What follows belongs to an exercise in optimizing a design on an open flow for small area, a short achievable clock period and few clock cycles per item; a production flow would make more cautious choices.
Where RTL was checked, it was by simulation tests only, not by an equivalence proof against the original.
Function not checked in runs 5 and 6: the RTL went through the layout flow alone.
Power is estimated from default activity; no workload was simulated.

`design/flow/flow/run.sh`:
```
#!/bin/bash
set -euo pipefail
export BUFFER_PORTS_ARGS="-buffer_cell sky130_fd_sc_hd__buf_1"
export SETUP_SLACK_MARGIN=7.6
bash standard.sh > standard_make.log 2>&1
```
`design/flow/design.v`:
```
module bdgr_enc (
    input  wire        clk,
    input  wire        rst,
    input  wire        start,
    input  wire [15:0] width,
    input  wire [15:0] height,
    input  wire        pred_med,
    output wire        busy,
    input  wire        in_valid,
    input  wire [7:0]  in_pix,
    input  wire [7:0]  in_up,
    output wire        in_ready,
    output wire        out_valid,
    output wire [63:0] out_word,
    output wire        out_last,
    input  wire        out_ready
);
    localparam integer ACW    = 88;            
    localparam [6:0]   HOLD_T = ACW - 20;      
    reg        busy_r, in_ready_r, out_valid_r, out_last_r;
    reg        busy_o;        
    reg        med_r;
    reg [15:0] w_r;
    reg [15:0] xc;            
    reg [15:0] yc;            
    reg        first_col, first_row;
    reg        pix_done;      
    reg        v0;            
    reg [7:0]  pix0, up0;     
    reg [7:0]  dA0, dB0, e0;  
    reg        use_c0, use_b0;  
    reg [2:0]  k_r;           
    reg        vR;            
    reg [3:0]  qoffR;         
    reg [3:0]  keffR;         
    reg [7:0]  dataR;         
    reg [6:0]  spos;          
    reg [ACW-1:0] acc;
    assign busy      = busy_o;
    assign in_ready  = in_ready_r;
    assign out_valid = out_valid_r;
    assign out_last  = out_last_r;
    assign out_word  = acc[63:0];
    wire accept = in_valid & in_ready_r;
    wire fire   = out_valid_r & out_ready;
    wire [7:0] na_in = first_col ? 8'd0 : pix0;
    wire [7:0] nb_in = first_row ? 8'd0 : in_up;
    wire [7:0] nc_in = (first_col | first_row) ? 8'd0 : up0;
    wire [7:0] pmin_in = (first_col & (med_r | first_row)) ? 8'd0 : pix0;   
    wire c_ge_in  = (nc_in >= na_in);
    wire use_c_in = c_ge_in ^ (nb_in <= nc_in);    
    wire use_b_in = c_ge_in ~^ (nb_in <= na_in);   
    wire [7:0] dA_in = in_pix - pmin_in;            
    wire [7:0] dB_in = in_pix - nb_in;              
    wire [7:0] e_in  = nc_in - na_in;
    wire [7:0] dC = dB0 + e0;                       
    wire [7:0] d0 = (med_r & use_c0) ? dC : (med_r & use_b0) ? dB0 : dA0;
    wire [7:0] r    = {d0[6:0], 1'b0} ^ {8{d0[7]}};
    wire [7:0] q    = r >> k_r;
    wire       esc  = (q >= 8'd11);
    wire [7:0] mask = ~(8'hff << k_r);
    wire [3:0] qoff = esc ? 4'd11 : q[3:0];
    wire [3:0] keff = esc ? 4'd8 : {1'b0, k_r};
    wire [7:0] data = esc ? r : (r & mask);
    reg [2:0] k_next;
    always @(*) begin
        if      (r <= 8'd1)   k_next = 3'd0;
        else if (r <= 8'd4)   k_next = 3'd1;
        else if (r <= 8'd8)   k_next = 3'd2;
        else if (r <= 8'd16)  k_next = 3'd3;
        else if (r <= 8'd32)  k_next = 3'd4;
        else if (r <= 8'd64)  k_next = 3'd5;
        else if (r <= 8'd128) k_next = 3'd6;
        else                  k_next = 3'd7;
    end
    wire hold = vR & (spos > HOLD_T);
    wire advR = vR & ~hold;
    wire [6:0] spos_add = advR ? spos + {3'd0, qoffR} + {3'd0, keffR} + 7'd1 : spos;
    wire [6:0] spos_next = {spos_add[6] & ~fire, spos_add[5:0]};
    wire [6:0] pos       = spos + {3'd0, qoffR};
    localparam integer NBY = ACW / 8;
    wire [15:0]    fld = {7'd0, dataR, 1'b1} << pos[2:0];
    wire [NBY-1:0] bsel = advR ? ({{(NBY-1){1'b0}}, 1'b1} << pos[6:3]) : {NBY{1'b0}};
    wire [ACW-1:0] ins;
    genvar gb;
    generate
        for (gb = 0; gb < NBY; gb = gb + 1) begin : g_ins
            if (gb == 0) begin : g_lo
                assign ins[7:0] = fld[7:0] & {8{bsel[0]}};
            end else begin : g_hi
                assign ins[8*gb +: 8] = (fld[7:0] & {8{bsel[gb]}}) | (fld[15:8] & {8{bsel[gb-1]}});
            end
        end
    endgenerate
    wire [ACW-1:0] acc_or = acc | ins;
    wire [ACW-1:0] acc_next = fire ? {64'd0, acc_or[ACW-1:64]} : acc_or;
    wire last_col = (xc == 16'd1);
    wire last_row = (yc == 16'd1);
    wire busy_next     = busy_r & ~(fire & out_last_r);
    wire pix_done_next = pix_done | (accept & last_col & last_row);
    wire alldone_next  = pix_done & ~v0 & ~hold;    
    wire [6:0] epos_next = spos_next;
    reg init;
    always @(posedge clk) begin
        if (rst)
            busy_o <= 1'b0;
        else if (!busy_o)
            busy_o <= start;
        else
            busy_o <= ~(fire & out_last_r);
    end
    always @(posedge clk) begin
        if (rst) begin
            busy_r      <= 1'b0;
            init        <= 1'b0;
            in_ready_r  <= 1'b0;
            out_valid_r <= 1'b0;
            out_last_r  <= 1'b0;
        end else if (!busy_r) begin
            busy_r      <= start;
            init        <= start;
            in_ready_r  <= 1'b0;
            out_valid_r <= 1'b0;
        end else if (init) begin
            init        <= 1'b0;
            in_ready_r  <= 1'b1;
        end else begin
            busy_r      <= busy_next;
            in_ready_r  <= busy_next & ~pix_done_next & (spos_next <= HOLD_T);
            out_valid_r <= busy_next & (epos_next[6] | (alldone_next & (epos_next != 7'd0)));
            out_last_r  <= alldone_next & (epos_next <= 7'd64);
        end
    end
    always @(posedge clk) begin
        if (!busy_r) begin
            med_r <= pred_med;
            w_r   <= width;
            yc    <= height;
        end else if (accept & last_col) begin
            yc    <= yc - 16'd1;
        end
        if (init) begin
            xc        <= w_r;
            first_col <= 1'b1;
            first_row <= 1'b1;
            pix_done  <= 1'b0;
        end else if (accept) begin
            first_col <= last_col;
            pix_done  <= last_col & last_row;
            if (last_col) begin
                xc <= w_r;
                first_row <= 1'b0;
            end else begin
                xc <= xc - 16'd1;
            end
        end
    end
    always @(posedge clk) begin
        v0 <= ~rst & (hold ? v0 : accept);
        if (accept) begin
            pix0   <= in_pix;
            up0    <= in_up;
            dA0    <= dA_in;
            dB0    <= dB_in;
            e0     <= e_in;
            use_c0 <= use_c_in;
            use_b0 <= use_b_in;
        end
    end
    always @(posedge clk) begin
        if (init)
            k_r <= 3'd7;
        else if (v0 & ~hold)
            k_r <= k_next;
        vR <= ~rst & (hold ? vR : v0);
        if (!hold) begin
            keffR <= keff;
            qoffR <= qoff;
            dataR <= data;
        end
        spos  <= init ? 7'd32 : spos_next;
        acc   <= init ? {{(ACW-32){1'b0}}, yc, w_r} : acc_next;
    end
endmodule
```
`design/flow/constraint.sdc`:
```
create_clock -name core_clock -period 11.0 [get_ports {clk}]
set_input_delay 2.2000 -clock core_clock [delete_from_list [all_inputs] [get_ports {clk}]]
set_output_delay 2.2000 -clock core_clock [all_outputs]
set_load 0.01 [all_outputs]
```
`design/flow/standard.sh`:
```
#!/bin/bash
# synth_recipe.tcl (not shown) runs the flow's synth.tcl, then flattens the netlist and writes it again
# the make line also repeats each setting of config.mk as NAME=value (left out here)
make -C /OpenROAD-flow-scripts/flow DESIGN_CONFIG=/design/flow/config.mk WORK_HOME=/design/flow/orfs CLKGATE_MAP_FILE= SYNTH_SCRIPT=/design/flow/synth_recipe.tcl "${@:-finish}"
```
`design/flow/config.mk`:
```
export PLATFORM = sky130hd
export DESIGN_NAME = bdgr_enc
export DESIGN_NICKNAME = bdgr_enc
export VERILOG_FILES = /design/flow/design.v
export SDC_FILE = /design/flow/constraint.sdc
export NUM_CORES = 4
export LEC_CHECK = 0
export ABC_AREA = 1
export CAP_MARGIN = 20
export CORE_MARGIN = 2
export CORE_UTILIZATION = 40
export CTS_BUF_LIST = sky130_fd_sc_hd__clkbuf_16
export CTS_CLUSTER_DIAMETER = 60
export CTS_CLUSTER_SIZE = 30
export SLEW_MARGIN = 20
```
==> run summary, run 1 <==
----------------------------------------------------
[Global route]
  Antenna violations before repair ... 1
  Vias in the first global route ... 9,997
  Largest net degree at the start of global routing ... 53
  Wire length of the first global-routing pass ... 53,500 µm
  Total congestion overflow ... 0
  Overall routing resource usage ... 0.200

[Timing]
  Total setup violations reported at the end of the flow ... 0
  Portion of the clock cycle consumed by the worst path in the final layout ... 0.304
  Min Tclk post-route ... 3.35 ns
  Peak Freq ... 299 MHz
  RSZ-0062 raised after global routing ... false
  Final sum of negative setup slack ... 0 ns
  Relative slew slack ... 0.234
  Pin slew with the least headroom to its limit ... 1.14 ns
  Final number of hold-violating endpoints ... 0
  Fin Clk Skew ... 0.0534 ns
  Final worst hold slack ... 0.465 ns
  Final count of pins violating max slew ... 0

[Route]
  1st-iter DRT viols ... 1,019
  First-pass detailed-route iteration total ... 5
  Vias ... 10,600
  Routed length per placed instance ... 16.4 µm
  Total wire length after detailed routing ... 33,700 µm
  Top layer used by detailed routing ... met4
  Met3 layer wire length in the routed design ... 2280 µm
  Vias per std cell ... 5.18
  Met1 WL ... 16,000 µm
  DRC violations left ... 0
  Antenna-violating nets left ... 0
  Wire length on met2 ... 14,400 µm

[Clock network]
  CTS H-tree lvls ... 1
  Deepest clock path buffer count ... 3
  Clock-pin transition on the worst setup and hold timing paths ... 0.09 ns
  Library cell used as clock root buffer ... sky130_fd_sc_hd__clkbuf_16
  Total clock sinks ... 216
  Clock buffers created by TritonCTS ... 22
  Hold buffers post-CTS ... 0
  Clock network latency to the later pin of the worst-skew pair ... 0.55 ns
  CTS tree ... built

[Floorplan]
  Standard-cell rows ... 65
  Die boundary width ... 183 µm
  Total die area ... 33,400 µm²
  Core Footprint ... 31,600 µm²
  IO Count ... 122
  Height of the die ... 183 µm
  Initial standard-cell utilization of the core ... 0.405

[Logic synthesis]
  Count of mapped cells out of synthesis ... 1,573
  Flip-flop cell with the highest count after synthesis ... sky130_fd_sc_hd__dfxtp_1
  Register bit count reported by yosys ... 216
  Post-synth cell types ... 58
  Total of warnings raised by yosys ... 1
  Top cell type's share of synthesized area ... 0.251
  Mean instance size in the synthesized netlist ... 8.13 µm²
  Largest area contributor in the synthesized netlist ... sky130_fd_sc_hd__edfxtp_1
  Number of synthesized flops with an enable pin ... 107
  Sequential share of the synthesized area ... 0.422
  Cell types with the largest area share after synthesis ... sky130_fd_sc_hd__edfxtp_1 25%, sky130_fd_sc_hd__dfxtp_1 17%, sky130_fd_sc_hd__nand2_1 8.7%
  Post-synth net total ... 1,693
  Share of flip-flops with an asynchronous set or reset ... 0
  Post-synthesis instance area ... 12,800 µm²

[Layout]
  Number of standard cells in the layout, taps in and fillers out ... 2,054
  Filler cell count ... 3,176
  Commonest cells after routing, fill and taps aside ... 290 x sky130_fd_sc_hd__nand2_1, 212 x sky130_fd_sc_hd__inv_1, 139 x sky130_fd_sc_hd__nor2_1
  Fraction of layout instances using a drive strength above 1 ... 0.103
  Sequential Area ... 5400 µm²
  Area growth from synthesis to layout ... 11.9%
  Leading cell type in the layout, fill and taps excluded ... sky130_fd_sc_hd__nand2_1
  Area of the multi-input gates ... 6090 µm²
  Final nets ... 1,755
  Post-layout utilization of the core ... 0.454

[Setup path]
  Crit start category ... register
  Type of the worst setup path ... register to output port
  Startpoint of the worst register-to-register path ... qoffR[0]$_SDFFCE_PP1N_
  Setup slack of the most critical reg-to-reg path ... 7.80 ns
  Critical path fanouts, max ... 2
  Worst path required time ... 8.80 ns
  Nature of the critical path endpoint ... output port
  Critical path's slowest cell ... sky130_fd_sc_hd__dfxtp_1
  Buffer and inverter count on the worst path ... 1
  Kind of cell adding the most delay to the critical path ... flip-flops
  Data arrival, critical path ... 1.15 ns
  Length in cells of the worst reg-to-reg path ... 9
  CP Cell Sequence ... buf_1
  Longest individual stage delay on the worst path ... 0.42 ns
  Endpoint of the worst-slack reg-to-reg timing path ... acc[76]$_SDFF_PP0_

[Hold path]
  Endpoint with the worst hold slack ... acc[81]$_SDFF_PP0_
  Hold path startpoint ... acc[81]$_SDFF_PP0_
  Number of stages on the worst hold path ... 2
  Tightest Hold Check Type ... register to register

[Pwr]
  Cell area power density ... 161 nW/µm²
  Peak supply drop ... 0.000115 V
  Leakage power summed over all cells ... 6.30 nW

[Placed design]
  Routability congestion estimate ... 0.869
  Count of port buffers added during placement ... 121
  Detailed-placement wirelength estimate ... 25,300 µm
  # placed instances ... 2,002

[Outcome]
  Outcome ... complete, no violations

[Flow run]
  Number of maximum-capacitance constraint violations ... 0

----------------------------------------------------
## where the power goes
part           switching (W)  leakage [nW]  internal, W
Sequential         0.0000519          1.93     0.000914
Combinational       0.000371          3.98     0.000158
Clock               0.000405         0.389     0.000408
## cell families (layout without fill, tap and decap cells)
family          count (synthesis)  count (layout)  share of synthesized area
other cells                     0               1                          0
fa+ha+maj                      66              66                     0.0681
xor+xnor                       44              44                     0.0313
flops                         216             216                      0.422
compound gates                323             323                      0.151
simple gates                  589             589                      0.207
buf+inv                       332             410                      0.119
mux                             3               3                    0.00235
## flip-flops by register name (all words and copies together), names as in the netlist, 3 cells and up
name and cells:
dB0 8, dataR 8, yc 16, pix0 8, k_r 3, up0 8
e0 8, keffR 4, qoffR 4, acc 88, spos 7, w_r 16
dA0 8, xc 16
## layout make-up
type                       instances  area share
sequential                       216       0.377
inverter                         232      0.0626
clock buffer                      22      0.0385
timing repair buffer             138      0.0430
clock inverter                    18      0.0179
multi-input combinational       1025       0.426
tap                              402      0.0351
antenna                            1    0.000175
## synth_stat cells, types with 11 or more instances
master and count:
sky130_fd_sc_hd__xnor2_1 11, sky130_fd_sc_hd__ha_1 60, sky130_fd_sc_hd__nor3_1 13, sky130_fd_sc_hd__nand2_1 295, sky130_fd_sc_hd__o22ai_1 25, sky130_fd_sc_hd__nor2_1 140, sky130_fd_sc_hd__inv_1 217, sky130_fd_sc_hd__o21ai_1 12
sky130_fd_sc_hd__buf_4 64, sky130_fd_sc_hd__a21oi_1 53, sky130_fd_sc_hd__o21ai_0 141, sky130_fd_sc_hd__nand4_1 12, sky130_fd_sc_hd__buf_2 11, sky130_fd_sc_hd__edfxtp_1 107, sky130_fd_sc_hd__o211ai_1 12, sky130_fd_sc_hd__xor2_1 31
sky130_fd_sc_hd__dfxtp_1 109, sky130_fd_sc_hd__nand3_1 72, sky130_fd_sc_hd__a221oi_1 21, sky130_fd_sc_hd__nand2_2 13, sky130_fd_sc_hd__clkbuf_1 23
## metrics by stage
step / setup slack [ns] / power, W / cell area, µm²
after floorplan: 7.40 / 0.00133 / 12900
after global placement: 6.48 / 0.00148 / 13300
after detailed placement: 6.46 / 0.00148 / 13300
after CTS: 7.56 / 0.00230 / 14100
after global routing: 7.59 / 0.00242 / 14300
final: 7.65 / 0.00231 / 14300
## layer usage
metal | vias up | GRT usage
met3 | 52 | 0.0312
met2 | 333 | 0.305
met4 | 0 | 0.0627
met1 | 4913 | 0.291
li1 | 5338 | -
met5 | - | 0
## repair_timing
item | in CTS | in global routing
setup endpoints to repair | 60 | 57
setup buffers | 0 | 11
endpoints found under the hold margin | 0 | 0
pin swaps | 0 | 8
resized for setup | 7 | 27
## worst max path at each step
stage	from	end	slack, ns	depth (start not counted)
after floorplan	in_valid	in_ready_r$_SDFF_PP0_	7.40	7
final	acc[26]$_DFF_P_	out_word[26]	7.65	1
after CTS	out_ready	acc[76]$_SDFF_PP0_	7.56	9
after global routing	in_pix[1]	dB0[7]$_DFFE_PP_	7.59	10
after global placement	out_ready	acc[76]$_SDFF_PP0_	6.48	9
after detailed placement	out_ready	acc[76]$_SDFF_PP0_	6.46	9
Testbench counts, summed over its fixed seeds: cycles 34,785, items 34,030.
==> run 2: changes to the inputs <==
==> design/flow/flow/run.sh (replaced) <==
#!/bin/bash
set -euo pipefail
export BUFFER_PORTS_ARGS="-buffer_cell sky130_fd_sc_hd__buf_1"
export SETUP_SLACK_MARGIN=7.3
bash standard.sh > standard_make.log 2>&1
==> run 2 against run 1 <==
Net effect:
- sequential share of layout area is 1.2 points higher
- die area stayed put
- worst setup slack worse by 0.22 ns
- critical path type is now input port to register
- largest power group unchanged
==> run summary, run 2 <==
----------------------------------------------------
[Logic synthesis]
  Post-synthesis instance area ... 12,800 µm² (unchanged)
  Most common cell in the netlist ... sky130_fd_sc_hd__nand2_1
  Post-synth net total ... 1,693 (unchanged)
  Most instantiated cells after synthesis ... 295 x sky130_fd_sc_hd__nand2_1, 217 x sky130_fd_sc_hd__inv_1, 141 x sky130_fd_sc_hd__o21ai_0
  Cell types with the largest area share after synthesis ... sky130_fd_sc_hd__edfxtp_1 25%, sky130_fd_sc_hd__dfxtp_1 17%, sky130_fd_sc_hd__nand2_1 8.7%
  Flip-flop cell with the highest count after synthesis ... sky130_fd_sc_hd__dfxtp_1
  Register bit count reported by yosys ... 216 (unchanged)
  Sequential share of the synthesized area ... 0.422 (unchanged)
  Top cell type's share of synthesized area ... 0.251 (unchanged)
  Multiplexer area fraction after synthesis ... 0.00235 (unchanged)
  Share of flip-flops with an asynchronous set or reset ... 0 (unchanged)
  Post-synth cell types ... 58 (unchanged)
  Total of warnings raised by yosys ... 1 (unchanged)
  Complex-gate fraction of the synthesized area ... 0.151 (unchanged)
  Synth Area in Adders ... 0.0681 (unchanged)
  Parity-gate share of the synthesized area counting xor and xnor cells ... 0.0313 (unchanged)
  Number of synthesized flops with an enable pin ... 107 (unchanged)
  Largest area contributor in the synthesized netlist ... sky130_fd_sc_hd__edfxtp_1
  Count of mapped cells out of synthesis ... 1,573 (unchanged)
  Simple-gate share of the synthesized area ... 0.207 (unchanged)
  Main combinational cell family by area after synthesis ... simple AND/OR/NAND/NOR gates
  Mean instance size in the synthesized netlist ... 8.13 µm² (unchanged)

[Placed design]
  Detailed-placement wirelength estimate ... 25,500 µm (+0.68%)
  Routability congestion estimate ... 0.862 (-0.70%)
  # placed instances ... 2,002 (unchanged)
  Count of port buffers added during placement ... 121 (unchanged)
  Placement Cell Area ... 13,200 µm² (-0.80%)

[Flow run]
  Number of maximum-capacitance constraint violations ... 0 (unchanged)

[Clock network]
  Deepest clock path buffer count ... 3 (unchanged)
  Clock-pin transition on the worst setup and hold timing paths ... 0.08 ns (about the same)
  Clock buffers created by TritonCTS ... 19 (-14%)
  Hold buffers post-CTS ... 0 (unchanged)
  Setup Fix Bufs, Post-CTS ... 0 (unchanged)
  Total clock sinks ... 216 (unchanged)
  CTS H-tree lvls ... 1 (unchanged)
  Clock network latency to the later pin of the worst-skew pair ... 0.51 ns (-0.04 ns)
  CTS tree ... built
  Library cell used as clock root buffer ... sky130_fd_sc_hd__clkbuf_16

[Layout]
  Commonest cells after routing, fill and taps aside ... 293 x sky130_fd_sc_hd__nand2_1, 217 x sky130_fd_sc_hd__inv_1, 140 x sky130_fd_sc_hd__o21ai_0
  Register with the most flip-flops ... acc
  Layout Cell Area excl Fill ... 13,900 µm² (-3.2%)
  Final nets ... 1,744 (-0.63%)
  Filler cell count ... 3,201 (+0.79%)
  Number of standard cells in the layout, taps in and fillers out ... 2,039 (-0.73%)
  Area growth from synthesis to layout ... 8.37%
  Leading cell type in the layout, fill and taps excluded ... sky130_fd_sc_hd__nand2_1
  N_diodes ... 0 (-1)
  Fraction of layout instances using a drive strength above 1 ... 0.0727 (-0.0303)
  Number of flip-flops under the largest register name ... 88 (unchanged)

[Global route]
  M2 GR Usage ... 0.316 (+0.0108)
  GR Util met3 ... 0.0328 (+0.00159)
  Total congestion overflow ... 0 (unchanged)
  Largest net degree at the start of global routing ... 53 (unchanged)
  Vias in the first global route ... 10,100 (+0.93%)
  Antenna violations before repair ... 0 (-1)
  Global Route met1 Usage ... 0.287 (-0.00394)
  Layer carrying the most global-route usage ... met2
  Wire length of the first global-routing pass ... 53,800 µm (+0.62%)
  Overall routing resource usage ... 0.201 (+0.00127)

[Setup path]
  Worst path required time ... 11.43 ns (+2.63 ns)
  CP Cell Sequence ... buf_1 -> nand2_1 -> nor2_1 -> clkinvlp_4 -> a2bb2oi_1 -> o21ai_0
  Type of the worst setup path ... input port to register
  Length in cells of the worst reg-to-reg path ... 10 (+1)
  Critical path fanouts, max ... 17 (+15)
  Nature of the critical path endpoint ... register
  Crit start category ... input port
  Longest individual stage delay on the worst path ... 0.67 ns (+0.25 ns)
  Data arrival, critical path ... 3.99 ns (+2.84 ns)
  Critical path's slowest cell ... sky130_fd_sc_hd__nor2_1

[Floorplan]
  Die boundary width ... 183 µm (unchanged)
  IO Count ... 122 (unchanged)
  Height of the die ... 183 µm (unchanged)
  Standard-cell rows ... 65 (unchanged)
  Total die area ... 33,400 µm² (unchanged)
  Initial standard-cell utilization of the core ... 0.405 (unchanged)
  Core Footprint ... 31,600 µm² (unchanged)

[Timing]
  Relative slew slack ... 0.387 (+0.154)
  Final count of pins violating max slew ... 0 (unchanged)
  RSZ-0062 raised after global routing ... false
  Portion of the clock cycle consumed by the worst path in the final layout ... 0.324 (+0.0198)
  Final number of hold-violating endpoints ... 0 (unchanged)
  Peak Freq ... 281 MHz (-6.1%)
  Pin slew with the least headroom to its limit ... 0.917 ns (-0.221 ns)
  Fin Clk Skew ... 0.0161 ns (-0.0373 ns)
  Min Tclk post-route ... 3.56 ns (+0.218 ns)
  Final sum of negative setup slack ... 0 ns (unchanged)
  Total setup violations reported at the end of the flow ... 0 (unchanged)

[Route]
  Routed length per placed instance ... 16.5 µm (+0.45%)
  First-pass detailed-route iteration total ... 5 (unchanged)
  Total wire length after detailed routing ... 33,600 µm (-0.28%)
  Vias per std cell ... 5.19 (+0.21%)
  1st-iter DRT viols ... 942 (-7.6%)
  Vias ... 10,600 (-0.52%)
  DRC violations left ... 0 (unchanged)
  Antenna-violating nets left ... 0 (unchanged)

[Hold path]
  Number of stages on the worst hold path ... 2 (unchanged)
  Tightest Hold Check Type ... register to register

[Outcome]
  Outcome ... complete, no violations

[Pwr]
  Cell area power density ... 156 nW/µm² (-3.4%)
  Leakage power summed over all cells ... 6.15 nW (-2.4%)
  Peak supply drop ... 0.000128 V (+11%)

----------------------------------------------------
[run 2: cell types whose count changed in the layout (fill, tap and decap cells not counted), sizes merged]
cell,before,now
clkbuf,25,19
buf,135,129
clkinvlp,1,7
clkinv,16,8
bufinv,0,1
diode,1,0
inv,233,232
[run 2: metal layers]
layer,up-vias,share of wire
met2,368,0.44
li1,5300,-
met5,-,0
met1,4861,0.46
met4,0,0.023
met3,52,0.075
[run 2: path summary, 6_finish.rpt]
check                          from                 end  slack [ns]
min              acc[84]$_SDFF_PP0_  acc[84]$_SDFF_PP0_        0.46
max reg2reg  qoffR[0]$_SDFFCE_PP1N_      acc[8]$_DFF_P_        7.55
max                       out_ready     acc[21]$_DFF_P_        7.44
min reg2reg      acc[84]$_SDFF_PP0_  acc[84]$_SDFF_PP0_        0.46
[run 2: worst max-delay path: cells and delay by family]
family / cells / cell delay (ns)
compound gates: 2 / 0.34
buf+inv: 2 / 0.66
simple gates: 2 / 0.78
[run 2: power by group]
group / internal (W) / leakage, nW / switching [W]
Clock: 0.000354 / 0.299 / 0.000325
Sequential: 0.000914 / 1.93 / 0.0000513
Combinational: 0.000145 / 3.92 / 0.000370
Total: 0.00141 / 6.15 / 0.000746
[run 2: metrics by stage]
step | util | setup slack [ns] | power, W | hold WS (ns)
floorplan | - | 7.30 | 0.00133 | 0.427
global placement | 0.418 | 6.50 | 0.00148 | 0.436
detailed placement | 0.418 | 6.47 | 0.00148 | 0.447
CTS | 0.438 | 7.36 | 0.00216 | 0.464
global route | 0.439 | 7.31 | 0.00226 | 0.483
finish | 0.439 | 7.44 | 0.00216 | 0.463
[run 2: logic make-up (layout without fill, tap and decap cells)]
logic type	after synthesis	count (layout)
xor+xnor	44	44
compound gates	323	323
mux	3	3
buf+inv	332	396
simple gates	589	589
fa+ha+maj	66	66
flops	216	216
[run 2: timing repair]
action	4_1_cts	5_1_grt
pin swaps	0	0
resized for setup	2	5
gates cloned	1	0
endpoints found under the setup margin	34	17
[run 2: layout make-up]
class                   count  area [µm²]  area share
multi-input cells        1025        5930       0.428
flip-flops and latches    216        5400       0.389
inverters                 232         883      0.0637
repair buffers            129         522      0.0376
well taps                 402         503      0.0363
clock buffers              19         475      0.0343
clock inverters            15         151      0.0109
repair inverters            1        5.00    0.000361
==> run 3: changes to the inputs <==
==> design/flow/flow/run.sh (replaced) <==
#!/bin/bash
set -euo pipefail
export BUFFER_PORTS_ARGS="-buffer_cell sky130_fd_sc_hd__buf_1"
export SETUP_SLACK_MARGIN=7.4
bash standard.sh > standard_make.log 2>&1
==> run 3 against run 2 <==
Net effect:
- highest routed layer unchanged
- clock power increased by 2.9%
- worst setup slack improved by 0.18 ns
- clock skew increased by 0.010 ns
- still clean
==> run summary, run 3 <==
----------------------------------------------------
[Pwr]
  Leakage power summed over all cells ... 6.20 nW (+0.93%)
  Cell area power density ... 156 nW/µm² (+0.20%)
  Peak supply drop ... 0.000102 V (-20%)

[Timing]
  RSZ-0062 raised after global routing ... false
  Relative slew slack ... 0.295 (-0.0925)
  Fin Clk Skew ... 0.0264 ns (+0.0103 ns)
  Final sum of negative setup slack ... 0 ns (unchanged)
  Min Tclk post-route ... 3.39 ns (-0.177 ns)
  Pin slew with the least headroom to its limit ... 1.05 ns (+0.137 ns)
  Peak Freq ... 295 MHz (+5.2%)
  Setup slack of the critical path after layout ... 7.61 ns (+0.177 ns)
  Total setup violations reported at the end of the flow ... 0 (unchanged)
  Final count of pins violating max slew ... 0 (unchanged)
  Portion of the clock cycle consumed by the worst path in the final layout ... 0.308 (-0.0161)
  Final number of hold-violating endpoints ... 0 (unchanged)

[Placed design]
  Detailed-placement wirelength estimate ... 25,200 µm (-1.1%)
  Pre-CTS setup slack ... 6.37 ns (-0.0998 ns)
  Routability congestion estimate ... 0.867 (+0.58%)
  Count of port buffers added during placement ... 121 (unchanged)

[Floorplan]
  Die boundary width ... 183 µm (unchanged)
  Total die area ... 33,400 µm² (unchanged)
  Core Footprint ... 31,600 µm² (unchanged)
  Height of the die ... 183 µm (unchanged)
  Initial standard-cell utilization of the core ... 0.405 (unchanged)
  IO Count ... 122 (unchanged)
  Standard-cell rows ... 65 (unchanged)

[Layout]
  Area growth from synthesis to layout ... 9.31%
  Register with the most flip-flops ... acc
  Fraction of layout instances using a drive strength above 1 ... 0.0803 (+0.00760)
  Number of flip-flops under the largest register name ... 88 (unchanged)
  Final nets ... 1,750 (+0.34%)
  Leading cell type in the layout, fill and taps excluded ... sky130_fd_sc_hd__nand2_1
  N_diodes ... 0 (unchanged)
  Commonest cells after routing, fill and taps aside ... 293 x sky130_fd_sc_hd__nand2_1, 216 x sky130_fd_sc_hd__inv_1, 138 x sky130_fd_sc_hd__nor2_1

[Clock network]
  CTS tree ... built
  CTS H-tree lvls ... 1 (unchanged)
  Total clock sinks ... 216 (unchanged)
  Deepest clock path buffer count ... 3 (unchanged)
  Clock network latency to the later pin of the worst-skew pair ... 0.53 ns (+0.02 ns)
  Library cell used as clock root buffer ... sky130_fd_sc_hd__clkbuf_16
  Hold buffers post-CTS ... 0 (unchanged)
  Clock buffers created by TritonCTS ... 20 (+1)
  Clock-pin transition on the worst setup and hold timing paths ... 0.08 ns (about the same)

[Logic synthesis]
  Total of warnings raised by yosys ... 1 (unchanged)
  Flip-flop cell with the highest count after synthesis ... sky130_fd_sc_hd__dfxtp_1
  Post-synthesis instance area ... 12,800 µm² (unchanged)
  Count of mapped cells out of synthesis ... 1,573 (unchanged)
  Register bit count reported by yosys ... 216 (unchanged)
  Most common cell in the netlist ... sky130_fd_sc_hd__nand2_1
  Most instantiated cells after synthesis ... 295 x sky130_fd_sc_hd__nand2_1, 217 x sky130_fd_sc_hd__inv_1, 141 x sky130_fd_sc_hd__o21ai_0
  Largest area contributor in the synthesized netlist ... sky130_fd_sc_hd__edfxtp_1
  Top cell type's share of synthesized area ... 0.251 (unchanged)
  Mean instance size in the synthesized netlist ... 8.13 µm² (unchanged)
  Post-synth cell types ... 58 (unchanged)
  Number of synthesized flops with an enable pin ... 107 (unchanged)
  Sequential share of the synthesized area ... 0.422 (unchanged)
  Post-synth net total ... 1,693 (unchanged)
  Share of flip-flops with an asynchronous set or reset ... 0 (unchanged)
  Cell types with the largest area share after synthesis ... sky130_fd_sc_hd__edfxtp_1 25%, sky130_fd_sc_hd__dfxtp_1 17%, sky130_fd_sc_hd__nand2_1 8.7%

[Route]
  Total wire length after detailed routing ... 33,400 µm (-0.52%)
  DRC violations left ... 0 (unchanged)
  Vias per std cell ... 5.13 (-1.1%)
  Routed length per placed instance ... 16.3 µm (-0.86%)
  First-pass detailed-route iteration total ... 5 (unchanged)
  Antenna-violating nets left ... 0 (unchanged)
  Vias ... 10,500 (-0.76%)
  1st-iter DRT viols ... 933 (-0.96%)

[Global route]
  Total congestion overflow ... 0 (unchanged)
  Antenna violations before repair ... 0 (unchanged)
  Vias in the first global route ... 10,000 (-0.77%)
  Largest net degree at the start of global routing ... 53 (unchanged)
  Overall routing resource usage ... 0.201 (+0.000231)
  Wire length of the first global-routing pass ... 53,700 µm (-0.18%)

[Setup path]
  Nature of the critical path endpoint ... register
  Length in cells of the worst reg-to-reg path ... 10 (unchanged)
  Data arrival, critical path ... 3.66 ns (-0.33 ns)
  Worst setup path startpoint ... in_pix[2]
  Type of the worst setup path ... input port to register
  Startpoint of the worst register-to-register path ... qoffR[0]$_SDFFCE_PP1N_
  Critical path fanouts, max ... 4 (-13)
  Crit start category ... input port
  Worst path required time ... 11.27 ns (-0.16 ns)

[Flow run]
  Number of maximum-capacitance constraint violations ... 0 (unchanged)

[Hold path]
  Tightest Hold Check Type ... register to register
  Number of stages on the worst hold path ... 2 (unchanged)
  Hold path startpoint ... acc[80]$_SDFF_PP0_

[Outcome]
  Outcome ... complete, no violations

----------------------------------------------------
-- run 3: cell counts after synthesis --
Identical to the previous run, type by type.
-- run 3: cell families (layout without fill, tap and decap cells) --
family | after synthesis | in the layout | synth area share
mux | 3 | 3 | 0.00235
flops | 216 | 216 | 0.422
simple gates | 589 | 589 | 0.207
compound gates | 323 | 323 | 0.151
fa+ha+maj | 66 | 66 | 0.0681
buf+inv | 332 | 403 | 0.119
xor+xnor | 44 | 44 | 0.0313
-- run 3: layout make-up --
class                   instances  area, µm²
clock inverters                16        151
flip-flops and latches        216       5400
clock buffers                  20        500
inverters                     232        883
fillers                      3175      17600
well taps                     402        503
repair buffers                134        552
multi-input cells            1025       5990
repair inverters                1       5.00
-- run 3: path summary, 6_finish.rpt --
kind	end	slack (ns)
max	dB0[7]$_DFFE_PP_	7.61
min	acc[80]$_SDFF_PP0_	0.46
max reg2reg	acc[6]$_DFF_P_	7.69
min reg2reg	acc[80]$_SDFF_PP0_	0.46
-- run 3: metrics by stage --
step	cell area (µm²)	total power, W	hold WS [ns]	util	std cells
finish	14000	0.00218	0.463	0.443	2046
global route	14000	0.00229	0.489	0.443	2046
CTS	13900	0.00218	0.466	0.440	2038
detailed placement	13200	0.00148	0.447	0.419	2001
global placement	13200	0.00147	0.432	0.419	2001
floorplan	12900	0.00133	0.427	-	1573
-- run 3: repair_timing --
action,4_1_cts,5_1_grt
setup endpoints to repair,59,44
resized for setup,2,9
buffers inserted,0,8
pin swaps,0,1
gates cloned,1,0
-- run 3: report_power, final --
group / switching [W] / internal, W
clock: 0.000346 / 0.000351
sequential: 0.0000525 / 0.000914
combinational: 0.000367 / 0.000150
-- run 3: worst max-delay path, stage by stage --
cell                      delay [ns]
sky130_fd_sc_hd__buf_1          0.20
sky130_fd_sc_hd__ha_4           0.26
sky130_fd_sc_hd__a21oi_1        0.14
sky130_fd_sc_hd__o21ai_1        0.11
sky130_fd_sc_hd__a21oi_1        0.17
sky130_fd_sc_hd__inv_1          0.07
sky130_fd_sc_hd__a21oi_2        0.15
sky130_fd_sc_hd__o21ai_0        0.11
sky130_fd_sc_hd__a21oi_1        0.17
sky130_fd_sc_hd__xor2_1         0.08
-- run 3: per-layer routing --
layer	vias up	track usage	routed length, µm
li1	5334	-	-
met1	4784	0.291	15900
met2	331	0.308	14300
met3	52	0.0357	2310
met4	0	0.0614	901
met5	-	0	0
==> run 4: changes to the inputs <==
--- a/design/flow/config.mk
+++ b/design/flow/config.mk
@@ -9,7 +9,8 @@
 export CAP_MARGIN = 20
 export CORE_MARGIN = 2
-export CORE_UTILIZATION = 40
+export CORE_UTILIZATION = 55
 export CTS_BUF_LIST = sky130_fd_sc_hd__clkbuf_16
 export CTS_CLUSTER_DIAMETER = 60
 export CTS_CLUSTER_SIZE = 30
+export PLACE_DENSITY = 0.7
 export SLEW_MARGIN = 20
==> run 4 against run 3 <==
Net effect:
- non-clock buffer count shrank 8
- register-to-register slack lost 0.13 ns
- count of clock-buffer cells in the layout shrank 1
- sequential cell count is the same
- global-route usage grew 6.3 points
- die area shrank 27%
- largest cell class unchanged
- largest power group unchanged
==> run summary, run 4 <==
----------------------------------------------------
[Outcome]
  Outcome ... complete, no violations

[Setup path]
  Startpoint of the worst register-to-register path ... qoffR[0]$_SDFFCE_PP1N_
  Longest individual stage delay on the worst path ... 0.38 ns (+0.12 ns)
  Worst path required time ... 11.23 ns (-0.04 ns)
  Top cell by count, worst path ... sky130_fd_sc_hd__nand2_1
  Crit start category ... input port
  Setup slack of the most critical reg-to-reg path ... 7.56 ns (-0.13 ns)
  CP Cell Sequence ... buf_1 -> ha_1 -> nand2_1 -> o21ai_1 -> a21oi_1 -> o21bai_1 -> nand2_1 -> nand2_1 -> a21oi_1 -> xor2_1
  Critical path's slowest cell ... sky130_fd_sc_hd__ha_1
  Type of the worst setup path ... input port to register
  Nature of the critical path endpoint ... register
  Endpoint of the worst-slack reg-to-reg timing path ... acc[21]$_DFF_P_
  Critical path fanouts, max ... 4 (unchanged)
  Data arrival, critical path ... 3.69 ns (+0.03 ns)
  Length in cells of the worst reg-to-reg path ... 8 (-2)

[Global route]
  Largest net degree at the start of global routing ... 53 (unchanged)
  Vias in the first global route ... 9,981 (-0.31%)
  Overall routing resource usage ... 0.264 (+0.0628)
  Antenna violations before repair ... 0 (unchanged)
  Total congestion overflow ... 0 (unchanged)
  Wire length of the first global-routing pass ... 51,300 µm (-4.5%)

[Placed design]
  Routability congestion estimate ... 0.924 (+6.5%)
  Detailed-placement wirelength estimate ... 24,300 µm (-3.4%)
  Pre-CTS setup slack ... 6.83 ns (+0.460 ns)
  Count of port buffers added during placement ... 121 (unchanged)
  # placed instances ... 1,884 (-5.8%)

[Floorplan]
  Core Footprint ... 22,700 µm² (-28%)
  Die boundary width ... 156 µm (-14%)
  Initial standard-cell utilization of the core ... 0.563 (+0.158)
  Standard-cell rows ... 55 (-15%)
  IO Count ... 122 (unchanged)
  Total die area ... 24,500 µm² (-27%)
  Height of the die ... 156 µm (-14%)

[Logic synthesis]
  Simple-gate share of the synthesized area ... 0.207 (unchanged)
  Parity-gate share of the synthesized area counting xor and xnor cells ... 0.0313 (unchanged)
  Synth Area in Adders ... 0.0681 (unchanged)
  Largest area contributor in the synthesized netlist ... sky130_fd_sc_hd__edfxtp_1
  Sequential share of the synthesized area ... 0.422 (unchanged)
  Flip-flop cell with the highest count after synthesis ... sky130_fd_sc_hd__dfxtp_1
  Most common cell in the netlist ... sky130_fd_sc_hd__nand2_1
  Complex-gate fraction of the synthesized area ... 0.151 (unchanged)
  Post-synth net total ... 1,693 (unchanged)
  Register bit count reported by yosys ... 216 (unchanged)
  Total of warnings raised by yosys ... 1 (unchanged)
  Cell types with the largest area share after synthesis ... sky130_fd_sc_hd__edfxtp_1 25%, sky130_fd_sc_hd__dfxtp_1 17%, sky130_fd_sc_hd__nand2_1 8.7%
  Post-synth cell types ... 58 (unchanged)
  Multiplexer area fraction after synthesis ... 0.00235 (unchanged)
  Count of mapped cells out of synthesis ... 1,573 (unchanged)
  Most instantiated cells after synthesis ... 295 x sky130_fd_sc_hd__nand2_1, 217 x sky130_fd_sc_hd__inv_1, 141 x sky130_fd_sc_hd__o21ai_0
  Mean instance size in the synthesized netlist ... 8.13 µm² (unchanged)
  Main combinational cell family by area after synthesis ... simple AND/OR/NAND/NOR gates
  Top cell type's share of synthesized area ... 0.251 (unchanged)
  Number of synthesized flops with an enable pin ... 107 (unchanged)
  Post-synthesis instance area ... 12,800 µm² (unchanged)
  Share of flip-flops with an asynchronous set or reset ... 0 (unchanged)

[Layout]
  Leading cell type in the layout, fill and taps excluded ... sky130_fd_sc_hd__nand2_1
  Fraction of layout instances using a drive strength above 1 ... 0.0718 (-0.00847)
  Sequential Area ... 5400 µm² (unchanged)
  Number of standard cells in the layout, taps in and fillers out ... 1,914 (-6.5%)
  Area of the multi-input gates ... 5990 µm² (unchanged)
  Area growth from synthesis to layout ... 7.37%
  N_diodes ... 0 (unchanged)
  Final nets ... 1,739 (-0.63%)
  Number of flip-flops under the largest register name ... 88 (unchanged)
  Register with the most flip-flops ... acc
  Filler cell count ... 2,074 (-35%)
  Commonest cells after routing, fill and taps aside ... 293 x sky130_fd_sc_hd__nand2_1, 216 x sky130_fd_sc_hd__inv_1, 139 x sky130_fd_sc_hd__nor2_1

[Route]
  Vias per std cell ... 5.62 (+9.5%)
  Antenna-violating nets left ... 0 (unchanged)
  Total wire length after detailed routing ... 32,400 µm (-3.2%)
  Vias ... 10,800 (+2.5%)
  DRC violations left ... 0 (unchanged)
  First-pass detailed-route iteration total ... 5 (unchanged)
  1st-iter DRT viols ... 912 (-2.3%)
  Routed length per placed instance ... 16.9 µm (+3.5%)

[Clock network]
  Clock-pin transition on the worst setup and hold timing paths ... 0.09 ns (about the same)
  CTS H-tree lvls ... 1 (unchanged)
  Hold buffers post-CTS ... 0 (unchanged)
  Library cell used as clock root buffer ... sky130_fd_sc_hd__clkbuf_16
  Setup Fix Bufs, Post-CTS ... 0 (unchanged)
  Deepest clock path buffer count ... 3 (unchanged)
  CTS tree ... built
  Total clock sinks ... 216 (unchanged)
  Clock network latency to the later pin of the worst-skew pair ... 0.50 ns (-0.03 ns)
  Clock buffers created by TritonCTS ... 17 (-15%)

[Timing]
  Final sum of negative setup slack ... 0 ns (unchanged)
  Peak Freq ... 289 MHz (-2.2%)
  RSZ-0062 raised after global routing ... true
  Min Tclk post-route ... 3.46 ns (+0.0764 ns)
  Final count of pins violating max slew ... 0 (unchanged)
  Final number of hold-violating endpoints ... 0 (unchanged)
  Pin slew with the least headroom to its limit ... 1.06 ns (+0.00930 ns)
  Total setup violations reported at the end of the flow ... 0 (unchanged)
  Portion of the clock cycle consumed by the worst path in the final layout ... 0.315 (+0.00694)
  Setup slack of the critical path after layout ... 7.54 ns (-0.0764 ns)
  Relative slew slack ... 0.289 (-0.00622)
  Fin Clk Skew ... 0.0317 ns (+0.00523 ns)

[Pwr]
  Leakage power summed over all cells ... 6.13 nW (-1.1%)
  Peak supply drop ... 0.000147 V (+44%)
  Cell area power density ... 157 nW/µm² (+0.45%)
  Total power ... 0.00215 W (-1.3%)

[Hold path]
  Hold path startpoint ... acc[66]$_SDFF_PP0_
  Tightest Hold Check Type ... register to register
  Endpoint with the worst hold slack ... acc[66]$_SDFF_PP0_
  Number of stages on the worst hold path ... 2 (unchanged)

[Flow run]
  Number of maximum-capacitance constraint violations ... 0 (unchanged)

----------------------------------------------------
==> run 4: cell counts after synthesis <==
Identical to the previous run, type by type.
==> run 4: logic make-up after synthesis <==
kind of cell	count (synthesis)
AND/OR/NAND/NOR	589
buffers and inverters	332
AO/OA/AOI/OAI	323
flip-flops	216
adder cells (fa/ha/maj)	66
XOR/XNOR	44
multiplexers	3
==> run 4: worst max-delay path by stage <==
stage                     slack, ns  cells past startpoint              startpoint                     to
after floorplan                7.36                      7                in_valid  in_ready_r$_SDFF_PP0_
after global placement         6.85                      8                in_valid  in_ready_r$_SDFF_PP0_
after detailed placement       6.83                      8                in_valid  in_ready_r$_SDFF_PP0_
after CTS                      7.46                     10  qoffR[0]$_SDFFCE_PP1N_         acc[8]$_DFF_P_
after global routing           7.36                     10  qoffR[0]$_SDFFCE_PP1N_         acc[7]$_DFF_P_
final                          7.54                     10               in_pix[2]       dA0[7]$_DFFE_PP_
==> run 4: critical path: cells and delay by family <==
family / cells / cell delay [ns]
AOI/OAI and AO/OA: 4 / 0.61
xor gates and xnor gates: 1 / 0.14
adders and majority gates: 1 / 0.38
buffers and inverters: 1 / 0.15
and+or+nand+nor: 3 / 0.20
==> run 4: layout make-up <==
| class | count | area share |
|---|---|---|
| Clock buffer | 19 | 0.0346 |
| Clock inverter | 10 | 0.00939 |
| Inverter | 232 | 0.0644 |
| Multi-Input combinational cell | 1025 | 0.436 |
| Sequential cell | 216 | 0.393 |
| Tap cell | 285 | 0.0260 |
| Timing Repair Buffer | 126 | 0.0361 |
| Timing Repair inverter | 1 | 0.000364 |
==> run 4: report_power, final <==
part | internal, W | leakage, nW | switching [W]
clock | 0.000367 | 0.295 | 0.000300
sequential | 0.000914 | 1.93 | 0.0000539
combinational | 0.000146 | 3.91 | 0.000371
total | 0.00143 | 6.13 | 0.000725
==> run 4: routing by layer <==
| metal | global-route usage | up-vias | routed length (µm) |
|---|---|---|---|
| met5 | 0 | - | 0 |
| met4 | 0.0817 | 0 | 833 |
| met3 | 0.0548 | 62 | 2980 |
| met2 | 0.394 | 449 | 13800 |
| met1 | 0.386 | 4956 | 14700 |
| li1 | - | 5294 | - |
==> run 4: repair_timing <==
action | 4_1_cts | 5_1_grt
endpoints found under the setup margin | 20 | 32
gates resized for setup | 2 | 8
gates cloned | 1 | 0
==> run 4: metrics by stage <==
| stage | instance area [µm²] | hold slack (ns) | util |
|---|---|---|---|
| after floorplan | 12900 | 0.427 | - |
| after global placement | 13100 | 0.438 | 0.575 |
| after detailed placement | 13100 | 0.448 | 0.575 |
| after CTS | 13700 | 0.469 | 0.603 |
| after global routing | 13700 | 0.489 | 0.605 |
| final | 13700 | 0.466 | 0.605 |
==> run 5: changes to the inputs <==
--- a/design/flow/design.v
+++ b/design/flow/design.v
@@ -16,5 +16,5 @@
     input  wire        out_ready
 );
-    localparam integer ACW    = 88;            
+    localparam integer ACW    = 104;           
     localparam [6:0]   HOLD_T = ACW - 20;      
     reg        busy_r, in_ready_r, out_valid_r, out_last_r;
--- a/design/flow/config.mk
+++ b/design/flow/config.mk
@@ -9,8 +9,7 @@
 export CAP_MARGIN = 20
 export CORE_MARGIN = 2
-export CORE_UTILIZATION = 55
+export CORE_UTILIZATION = 40
 export CTS_BUF_LIST = sky130_fd_sc_hd__clkbuf_16
 export CTS_CLUSTER_DIAMETER = 60
 export CTS_CLUSTER_SIZE = 30
-export PLACE_DENSITY = 0.7
 export SLEW_MARGIN = 20
==> run 5 against run 4 <==
Net effect:
- worst setup slack better by 0.066 ns
- die area increased by 42%
- register-to-register slack improved by 0.08 ns
- non-clock buffer count is 6 higher
- maximum frequency rose by 1.9%
- first-iteration DRC count decreased by 3.7%
- design area grew 6.6%
- sequential cell count rose by 16
- sequential share of layout area fell by 0.25 points
==> run summary, run 5 <==
----------------------------------------------------
[Outcome]
  Outcome ... complete, no violations

[Timing]
  Min Tclk post-route ... 3.40 ns (-0.0657 ns)
  Final number of hold-violating endpoints ... 0 (unchanged)
  RSZ-0062 raised after global routing ... true
  Final sum of negative setup slack ... 0 ns (unchanged)
  Peak Freq ... 294 MHz (+1.9%)
  Total setup violations reported at the end of the flow ... 0 (unchanged)
  Portion of the clock cycle consumed by the worst path in the final layout ... 0.309 (-0.00598)
  Relative slew slack ... 0.378 (+0.0890)
  Pin slew with the least headroom to its limit ... 0.927 ns (-0.136 ns)
  Fin Clk Skew ... 0.0262 ns (-0.00545 ns)
  Final count of pins violating max slew ... 0 (unchanged)

[Placed design]
  Detailed-placement wirelength estimate ... 26,200 µm (+7.8%)
  # placed instances ... 2,117 (+12%)
  Routability congestion estimate ... 0.878 (-5.0%)
  Count of port buffers added during placement ... 121 (unchanged)

[Pwr]
  Peak supply drop ... 0.000110 V (-25%)
  Leakage power summed over all cells ... 6.19 nW (+0.84%)
  Cell area power density ... 168 nW/µm² (+7.5%)
  Total power ... 0.00246 W (+15%)

[Clock network]
  Hold buffers post-CTS ... 0 (unchanged)
  CTS tree ... built
  CTS H-tree lvls ... 1 (unchanged)
  Library cell used as clock root buffer ... sky130_fd_sc_hd__clkbuf_16
  Clock network latency to the later pin of the worst-skew pair ... 0.54 ns (+0.04 ns)
  Deepest clock path buffer count ... 3 (unchanged)
  Setup Fix Bufs, Post-CTS ... 0 (unchanged)
  Clock-pin transition on the worst setup and hold timing paths ... 0.08 ns (about the same)
  Clock buffers created by TritonCTS ... 24 (+7)
  Total clock sinks ... 232 (+7.4%)

[Route]
  Total wire length after detailed routing ... 35,400 µm (+9.3%)
  1st-iter DRT viols ... 878 (-3.7%)
  Vias per std cell ... 5.17 (-8.0%)
  First-pass detailed-route iteration total ... 5 (unchanged)
  Routed length per placed instance ... 16.4 µm (-3.2%)
  DRC violations left ... 0 (unchanged)
  Vias ... 11,200 (+3.9%)
  Antenna-violating nets left ... 0 (unchanged)

[Logic synthesis]
  Total of warnings raised by yosys ... 1 (unchanged)
  Post-synth net total ... 1,773 (+4.7%)
  Number of synthesized flops with an enable pin ... 107 (unchanged)
  Mean instance size in the synthesized netlist ... 8.06 µm² (-0.91%)
  Share of flip-flops with an asynchronous set or reset ... 0 (unchanged)
  Most common cell in the netlist ... sky130_fd_sc_hd__nand2_1
  Top cell type's share of synthesized area ... 0.241 (-0.00996)
  Most instantiated cells after synthesis ... 321 x sky130_fd_sc_hd__nand2_1, 206 x sky130_fd_sc_hd__nor2_1, 192 x sky130_fd_sc_hd__inv_1
  Cell types with the largest area share after synthesis ... sky130_fd_sc_hd__edfxtp_1 24%, sky130_fd_sc_hd__dfxtp_1 19%, sky130_fd_sc_hd__nand2_1 9.0%
  Post-synthesis instance area ... 13,300 µm² (+4.1%)
  Sequential share of the synthesized area ... 0.429 (+0.00733)
  Post-synth cell types ... 57 (-1.7%)
  Flip-flop cell with the highest count after synthesis ... sky130_fd_sc_hd__dfxtp_1
  Largest area contributor in the synthesized netlist ... sky130_fd_sc_hd__edfxtp_1
  Count of mapped cells out of synthesis ... 1,653 (+5.1%)
  Register bit count reported by yosys ... 232 (+7.4%)

[Global route]
  Overall routing resource usage ... 0.202 (-0.0621)
  Vias in the first global route ... 10,700 (+7.1%)
  Total congestion overflow ... 0 (unchanged)
  Wire length of the first global-routing pass ... 57,400 µm (+12%)
  Largest net degree at the start of global routing ... 53 (unchanged)
  Antenna violations before repair ... 1 (+1)

[Setup path]
  Length in cells of the worst reg-to-reg path ... 9 (+1)
  Number of stages on the worst setup path ... 7 (-3)
  Worst setup path startpoint ... out_ready
  Endpoint of the worst-slack reg-to-reg timing path ... acc[19]$_DFF_P_
  Kind of cell adding the most delay to the critical path ... buffers and inverters
  Critical path's slowest cell ... sky130_fd_sc_hd__buf_4
  Worst path required time ... 11.40 ns (+0.17 ns)
  Critical path fanouts, max ... 52 (+48)
  Type of the worst setup path ... input port to register
  Nature of the critical path endpoint ... register
  CP Cell Sequence ... buf_1 -> nand2_1 -> inv_1 -> nor2_1 -> inv_2 -> buf_4 -> o22ai_1
  Endpoint of the most critical setup path ... acc[32]$_SDFF_PP0_
  Buffer and inverter count on the worst path ... 4 (+3)
  Longest individual stage delay on the worst path ... 0.54 ns (+0.16 ns)
  Crit start category ... input port
  Startpoint of the worst register-to-register path ... qoffR[0]$_SDFFCE_PP1N_
  Data arrival, critical path ... 3.79 ns (+0.10 ns)
  Setup slack of the most critical reg-to-reg path ... 7.64 ns (+0.08 ns)

[Layout]
  Area growth from synthesis to layout ... 9.93%
  N_diodes ... 0 (unchanged)
  Sequential Area ... 5720 µm² (+5.9%)
  Register with the most flip-flops ... acc
  Fraction of layout instances using a drive strength above 1 ... 0.0704 (-0.00143)
  Leading cell type in the layout, fill and taps excluded ... sky130_fd_sc_hd__nand2_1
  Post-layout utilization of the core ... 0.448 (-0.157)
  Area of the multi-input gates ... 6200 µm² (+3.6%)
  Commonest cells after routing, fill and taps aside ... 318 x sky130_fd_sc_hd__nand2_1, 206 x sky130_fd_sc_hd__nor2_1, 191 x sky130_fd_sc_hd__inv_1
  Filler cell count ... 3,315 (+60%)
  Number of standard cells in the layout, taps in and fillers out ... 2,161 (+13%)
  Final nets ... 1,821 (+4.7%)
  Number of flip-flops under the largest register name ... 104 (+18%)

[Hold path]
  Tightest Hold Check Type ... register to register
  Hold path startpoint ... busy_o$_SDFF_PP0_

[Floorplan]
  Initial standard-cell utilization of the core ... 0.407 (-0.156)
  Standard-cell rows ... 66 (+20%)
  Total die area ... 34,800 µm² (+42%)
  Die boundary width ... 186 µm (+19%)
  IO Count ... 122 (unchanged)
  Core Footprint ... 32,700 µm² (+44%)
  Height of the die ... 186 µm (+19%)

[Flow run]
  Number of maximum-capacitance constraint violations ... 0 (unchanged)

----------------------------------------------------
==> run 5: changes by cell type in the layout (fill, tap and decap cells not counted), sizes merged, moves of 7 or more <==
cell	previous run	this run
nand3	86	76
clkbuf	19	26
inv	228	211
dfxtp	109	125
o211ai	12	21
nor2	146	209
a21oi	55	63
o21ai	153	119
o22ai	25	64
a31oi	10	26
nand2	316	334
==> run 5: area by class of cell <==
class / count / area share
inverters: 208 / 0.0536
clock buffers: 26 / 0.0444
well taps: 442 / 0.0378
flip-flops and latches: 232 / 0.390
multi-input cells: 1103 / 0.424
repair buffers: 132 / 0.0367
clock inverters: 18 / 0.0133
==> run 5: where the power goes <==
group | internal (W) | total (W) | switching [W] | leakage, nW
Combinational | 0.000165 | 0.000579 | 0.000414 | 3.71
Clock | 0.000455 | 0.000858 | 0.000403 | 0.417
Sequential | 0.000974 | 0.00103 | 0.0000529 | 2.05
Total | 0.00159 | 0.00246 | 0.000870 | 6.19
==> run 5: stage by stage <==
stage / hold WS, ns / area, µm² / worst slack (ns)
global placement: 0.436 / 13800 / 7.11
detailed placement: 0.442 / 13800 / 7.06
floorplan: 0.427 / 13400 / 7.40
global route: 0.467 / 14600 / 7.38
finish: 0.448 / 14600 / 7.60
CTS: 0.453 / 14600 / 7.63
==> run 5: what timing repair did <==
item,CTS,global route
setup endpoints to repair,0,9
hold endpoints to repair,0,0
resized for setup,0,4
==> run 5: kinds of logic (layout without fill, tap and decap cells) <==
group,after synthesis,in the layout,share of synthesized area
muxes,1,1,0.000752
xor gates and xnor gates,47,47,0.0349
AOI/OAI and AO/OA,334,334,0.153
buffers and inverters,318,384,0.110
adders and majority gates,66,66,0.0654
DFF,232,232,0.429
and+or+nand+nor,655,655,0.207
==> run 5: worst min-delay path by stage <==
stage                         endpoint  cells past startpoint
finish               busy_o$_SDFF_PP0_                      1
global route         busy_o$_SDFF_PP0_                      1
CTS                  busy_o$_SDFF_PP0_                      1
detailed placement  acc[74]$_SDFF_PP0_                      2
global placement    acc[91]$_SDFF_PP0_                      2
floorplan           acc[64]$_SDFF_PP0_                      2
==> run 5: routing by layer <==
metal  vias to the layer above  part of all wire  global-route usage
li1                       5608                 -                   -
met1                      5199              0.49               0.294
met2                       315              0.43               0.313
met3                        58             0.058              0.0329
met4                         2             0.024              0.0528
met5                         -           0.00045                   0
==> run 6: changes to the inputs <==
--- a/design/flow/design.v
+++ b/design/flow/design.v
@@ -16,8 +16,7 @@
     input  wire        out_ready
 );
-    localparam integer ACW    = 104;           
+    localparam integer ACW    = 88;            
     localparam [6:0]   HOLD_T = ACW - 20;      
     reg        busy_r, in_ready_r, out_valid_r, out_last_r;
-    reg        busy_o;        
     reg        med_r;
     reg [15:0] w_r;
@@ -28,6 +27,5 @@
     reg        v0;            
     reg [7:0]  pix0, up0;     
-    reg [7:0]  dA0, dB0, e0;  
-    reg        use_c0, use_b0;  
+    reg [7:0]  d0;            
     reg [2:0]  k_r;           
     reg        vR;            
@@ -37,5 +35,5 @@
     reg [6:0]  spos;          
     reg [ACW-1:0] acc;
-    assign busy      = busy_o;
+    assign busy      = busy_r;
     assign in_ready  = in_ready_r;
     assign out_valid = out_valid_r;
@@ -53,7 +51,7 @@
     wire [7:0] dA_in = in_pix - pmin_in;            
     wire [7:0] dB_in = in_pix - nb_in;              
-    wire [7:0] e_in  = nc_in - na_in;
-    wire [7:0] dC = dB0 + e0;                       
-    wire [7:0] d0 = (med_r & use_c0) ? dC : (med_r & use_b0) ? dB0 : dA0;
+    wire [7:0] e_in  = nc_in - na_in;               
+    wire [7:0] dC_in = dB_in + e_in;                
+    wire [7:0] d_in  = (med_r & use_c_in) ? dC_in : (med_r & use_b_in) ? dB_in : dA_in;
     wire [7:0] r    = {d0[6:0], 1'b0} ^ {8{d0[7]}};
     wire [7:0] q    = r >> k_r;
@@ -102,12 +100,4 @@
     wire [6:0] epos_next = spos_next;
     reg init;
-    always @(posedge clk) begin
-        if (rst)
-            busy_o <= 1'b0;
-        else if (!busy_o)
-            busy_o <= start;
-        else
-            busy_o <= ~(fire & out_last_r);
-    end
     always @(posedge clk) begin
         if (rst) begin
@@ -161,9 +151,5 @@
             pix0   <= in_pix;
             up0    <= in_up;
-            dA0    <= dA_in;
-            dB0    <= dB_in;
-            e0     <= e_in;
-            use_c0 <= use_c_in;
-            use_b0 <= use_b_in;
+            d0     <= d_in;
         end
     end
==> design/flow/config.mk (replaced) <==
export PLATFORM = sky130hd
export DESIGN_NAME = bdgr_enc
export DESIGN_NICKNAME = bdgr_enc
export VERILOG_FILES = /design/flow/design.v
export SDC_FILE = /design/flow/constraint.sdc
export NUM_CORES = 4
export LEC_CHECK = 0
export CAP_MARGIN = 20
export CORE_MARGIN = 2
export CORE_UTILIZATION = 40
export SLEW_MARGIN = 20
==> run 6 against run 5 <==
Net effect:
- global-route usage hardly changed
- combinational power increased by 15%
- hold slack gained 0.011 ns
- area after synthesis decreased by 9.1%
- largest power group unchanged
==> run summary, run 6 <==
----------------------------------------------------
[Setup path]
  Nature of the critical path endpoint ... register
  Type of the worst setup path ... input port to register
  Worst path required time ... 11.20 ns (-0.20 ns)
  Data arrival, critical path ... 5.14 ns (+1.35 ns)
  Length in cells of the worst reg-to-reg path ... 15 (+6)
  Startpoint of the worst register-to-register path ... first_row$_SDFFE_PP1P_
  Critical path fanouts, max ... 2 (-96%)
  Setup slack of the most critical reg-to-reg path ... 7.04 ns (-0.60 ns)
  Crit start category ... input port
  Endpoint of the worst-slack reg-to-reg timing path ... d0[7]$_DFFE_PP_

[Route]
  Total wire length after detailed routing ... 32,400 µm (-8.4%)
  First-pass detailed-route iteration total ... 6 (+1)
  Vias ... 9,881 (-12%)
  1st-iter DRT viols ... 960 (+9.3%)
  DRC violations left ... 0 (unchanged)
  Routed length per placed instance ... 18.3 µm (+12%)
  Vias per std cell ... 5.57 (+7.6%)
  Antenna-violating nets left ... 0 (unchanged)

[Logic synthesis]
  Total of warnings raised by yosys ... 1 (unchanged)
  Count of mapped cells out of synthesis ... 1,316 (-20%)
  Share of flip-flops with an asynchronous set or reset ... 0 (unchanged)
  Top cell type's share of synthesized area ... 0.221 (-0.0206)
  Post-synthesis instance area ... 12,100 µm² (-9.1%)
  Post-synth net total ... 1,441 (-19%)
  Number of synthesized flops with an enable pin ... 89 (-17%)
  Post-synth cell types ... 84 (+47%)
  Cell types with the largest area share after synthesis ... sky130_fd_sc_hd__edfxtp_1 22%, sky130_fd_sc_hd__dfxtp_1 18%, sky130_fd_sc_hd__ha_1 6.2%
  Register bit count reported by yosys ... 197 (-15%)
  Largest area contributor in the synthesized netlist ... sky130_fd_sc_hd__edfxtp_1
  Most common cell in the netlist ... sky130_fd_sc_hd__a21oi_1
  Sequential share of the synthesized area ... 0.399 (-0.0299)
  Flip-flop cell with the highest count after synthesis ... sky130_fd_sc_hd__dfxtp_1
  Most instantiated cells after synthesis ... 135 x sky130_fd_sc_hd__a21oi_1, 128 x sky130_fd_sc_hd__nor2_1, 108 x sky130_fd_sc_hd__dfxtp_1
  Mean instance size in the synthesized netlist ... 9.20 µm² (+14%)

[Clock network]
  Clock network latency to the later pin of the worst-skew pair ... 0.45 ns (-0.09 ns)
  Clock-pin transition on the worst setup and hold timing paths ... 0.07 ns (about the same)
  CTS tree ... built
  Deepest clock path buffer count ... 2 (-1)
  CTS H-tree lvls ... 4 (+3)
  Clock buffers created by TritonCTS ... 17 (-29%)
  Total clock sinks ... 197 (-15%)
  Library cell used as clock root buffer ... sky130_fd_sc_hd__clkbuf_16
  Hold buffers post-CTS ... 0 (unchanged)

[Hold path]
  Hold path startpoint ... acc[80]$_SDFF_PP0_
  Tightest Hold Check Type ... register to register
  Number of stages on the worst hold path ... 2 (+1)
  Endpoint with the worst hold slack ... acc[80]$_SDFF_PP0_

[Global route]
  Wire length of the first global-routing pass ... 49,500 µm (-14%)
  Overall routing resource usage ... 0.202 (about the same)
  Total congestion overflow ... 0 (unchanged)
  Layer carrying the most global-route usage ... met2
  M2 GR Usage ... 0.311 (-0.00153)
  Vias in the first global route ... 8,965 (-16%)
  GR Util met3 ... 0.0332 (+0.000335)
  Largest net degree at the start of global routing ... 44 (-17%)
  Global Route met1 Usage ... 0.294 (+0.000670)
  Antenna violations before repair ... 1 (unchanged)

[Timing]
  Fin Clk Skew ... 0.0138 ns (-0.0124 ns)
  Min Tclk post-route ... 4.95 ns (+1.55 ns)
  Peak Freq ... 202 MHz (-31%)
  Final count of pins violating max slew ... 0 (unchanged)
  Relative slew slack ... 0.251 (-0.127)
  Final sum of negative setup slack ... 0 ns (unchanged)
  Pin slew with the least headroom to its limit ... 1.11 ns (+0.184 ns)
  RSZ-0062 raised after global routing ... true
  Final number of hold-violating endpoints ... 0 (unchanged)
  Portion of the clock cycle consumed by the worst path in the final layout ... 0.450 (+0.141)
  Total setup violations reported at the end of the flow ... 0 (unchanged)

[Layout]
  Area growth from synthesis to layout ... 11.5%
  Number of flip-flops under the largest register name ... 88 (-15%)
  Layout Cell Area excl Fill ... 13,500 µm² (-7.8%)
  Leading cell type in the layout, fill and taps excluded ... sky130_fd_sc_hd__a21oi_1
  Register with the most flip-flops ... acc
  Commonest cells after routing, fill and taps aside ... 127 x sky130_fd_sc_hd__a21oi_1, 124 x sky130_fd_sc_hd__nor2_1, 117 x sky130_fd_sc_hd__buf_1
  Final nets ... 1,497 (-18%)
  Fraction of layout instances using a drive strength above 1 ... 0.122 (+0.0517)

[Pwr]
  Cell area power density ... 165 nW/µm² (-1.9%)
  Total power ... 0.00223 W (-9.5%)
  Leakage power summed over all cells ... 5.20 nW (-16%)
  Peak supply drop ... 0.0000981 V (-11%)

[Floorplan]
  Initial standard-cell utilization of the core ... 0.407 (about the same)
  Height of the die ... 178 µm (-4.5%)
  Total die area ... 31,700 µm² (-8.9%)
  Standard-cell rows ... 63 (-4.5%)
  Die boundary width ... 178 µm (-4.5%)
  Core Footprint ... 29,700 µm² (-9.1%)
  IO Count ... 122 (unchanged)

[Placed design]
  Count of port buffers added during placement ... 121 (unchanged)
  Detailed-placement wirelength estimate ... 23,600 µm (-9.9%)
  Placement Cell Area ... 12,400 µm² (-9.8%)
  Routability congestion estimate ... 0.884 (+0.68%)

[Flow run]
  Number of maximum-capacitance constraint violations ... 0 (unchanged)

[Outcome]
  Outcome ... complete, no violations

----------------------------------------------------
==> run 6: cell count changes after synthesis, sizes merged, moves of 58 or more <==
cell	delta
nand2	-225
inv	-141
nor2	-79
a21oi	+73
o21ai	-64
nand3	-58
==> run 6: cell families after synthesis <==
group	count (synthesis)	synth area share
xor gates and xnor gates	68	0.0520
muxes	36	0.0348
buffers and inverters	187	0.0856
and+or+nand+nor	383	0.147
DFF	197	0.399
adders and majority gates	71	0.0802
AOI/OAI and AO/OA	374	0.201
==> run 6: per-stage QoR <==
stage / hold WS, ns / setup slack (ns) / std cells / utilization
detailed placement: 0.442 / 5.49 / 1708 / 0.418
CTS: 0.460 / 6.13 / 1752 / 0.446
global placement: 0.431 / 5.56 / 1708 / 0.418
finish: 0.459 / 6.05 / 1775 / 0.454
floorplan: 0.421 / 5.89 / 1316 / -
global route: 0.472 / 5.95 / 1775 / 0.454
==> run 6: worst max-delay path: stages <==
cell and delay, ns:
sky130_fd_sc_hd__buf_8 0.10, sky130_fd_sc_hd__nand2b_4 0.06, sky130_fd_sc_hd__inv_2 0.04, sky130_fd_sc_hd__ha_4 0.16, sky130_fd_sc_hd__inv_2 0.05, sky130_fd_sc_hd__fa_2 0.44
sky130_fd_sc_hd__fa_1 0.52, sky130_fd_sc_hd__ha_1 0.33, sky130_fd_sc_hd__a21oi_2 0.20, sky130_fd_sc_hd__nor2b_4 0.06, sky130_fd_sc_hd__nor3_1 0.15, sky130_fd_sc_hd__nor2_1 0.10
sky130_fd_sc_hd__o41ai_2 0.33, sky130_fd_sc_hd__xnor2_1 0.18, sky130_fd_sc_hd__xnor2_1 0.13, sky130_fd_sc_hd__mux2i_1 0.08
==> run 6: where the power goes <==
part	internal, W	total (W)	switching [W]	leakage [nW]
registers	0.000847	0.000911	0.0000640	1.75
clock network	0.000367	0.000655	0.000288	0.305
logic	0.000269	0.000663	0.000394	3.15
total	0.00148	0.00223	0.000746	5.20
==> run 6: how the worst max path moves through the flow <==
stage                                  to  cells after the start  startpoint
after floorplan           d0[7]$_DFFE_PP_                     18    in_up[0]
after global placement    d0[7]$_DFFE_PP_                     19    in_up[0]
after detailed placement  d0[7]$_DFFE_PP_                     19    in_up[0]
after CTS                 d0[7]$_DFFE_PP_                     15    in_up[1]
after global routing      d0[7]$_DFFE_PP_                     17    in_up[1]
final                     d0[7]$_DFFE_PP_                     16    in_up[0]
==> run 6: final cells by class <==
class	instances	area [µm²]
sequential	197	4840
antenna	1	2.50
inverter	61	238
timing repair inverter	1	5.00
multi-input combinational	933	6530
timing repair buffer	161	787
fill	2879	16200
tap	390	488
clock buffer	24	536
clock inverter	7	78.8
==> run 6: timing repair <==
| item | 4_1_cts | 5_1_grt |
|---|---|---|
| setup endpoints to repair | 60 | 33 |
| gates resized for setup | 23 | 23 |
| buffers inserted | 12 | 21 |
| pin swaps | 14 | 12 |
| gates cloned | 1 | 1 |
==> run 6: layer usage <==
metal / share of wire / up-vias
met5: 0 / -
met4: 0.015 / 0
met3: 0.058 / 39
met2: 0.45 / 336
met1: 0.48 / 4720
li1: - / 4786

what the ideal ports hide:
No port has a modelled driver above. Below, the same layouts with a new extraction and two added sets of constraints. Step 1 assumes that a clkbuf_16 drives the clock port and a buf_2 every other input. Step 2 moves the port delays by t, midway between the first and last clock arrival at a register: inputs arrive t later, outputs are due t later. That takes back most of the time a late clock gives input paths. Slacks: ideal / step 1 / step 2; pairs: ideal / step 1.
run	t (ns)	setup slack, ns	hold WS [ns]	worst register clock-pin slew, ns	pins driven straight from the clock port
run 1	0.580	7.654 / 7.600 / 7.115	0.465 / 0.465 / 0.465	0.09 / 0.09	1
run 2	0.552	7.436 / 7.458 / 6.907	0.463 / 0.463 / 0.463	0.08 / 0.08	1
run 3	0.568	7.613 / 7.593 / 7.072	0.463 / 0.463 / 0.463	0.08 / 0.08	1
run 4	0.531	7.536 / 7.560 / 7.029	0.466 / 0.466 / 0.466	0.09 / 0.09	1
run 5	0.583	7.602 / 7.588 / 7.048	0.448 / 0.448 / 0.448	0.08 / 0.08	1
run 6	0.496	6.053 / 6.058 / 5.562	0.459 / 0.459 / 0.459	0.08 / 0.08	1
After both steps setup and hold are still met in every run listed. The setup slack of run 5, which loses most, moves by -0.014 ns with the drivers and by -0.554 ns with both steps.
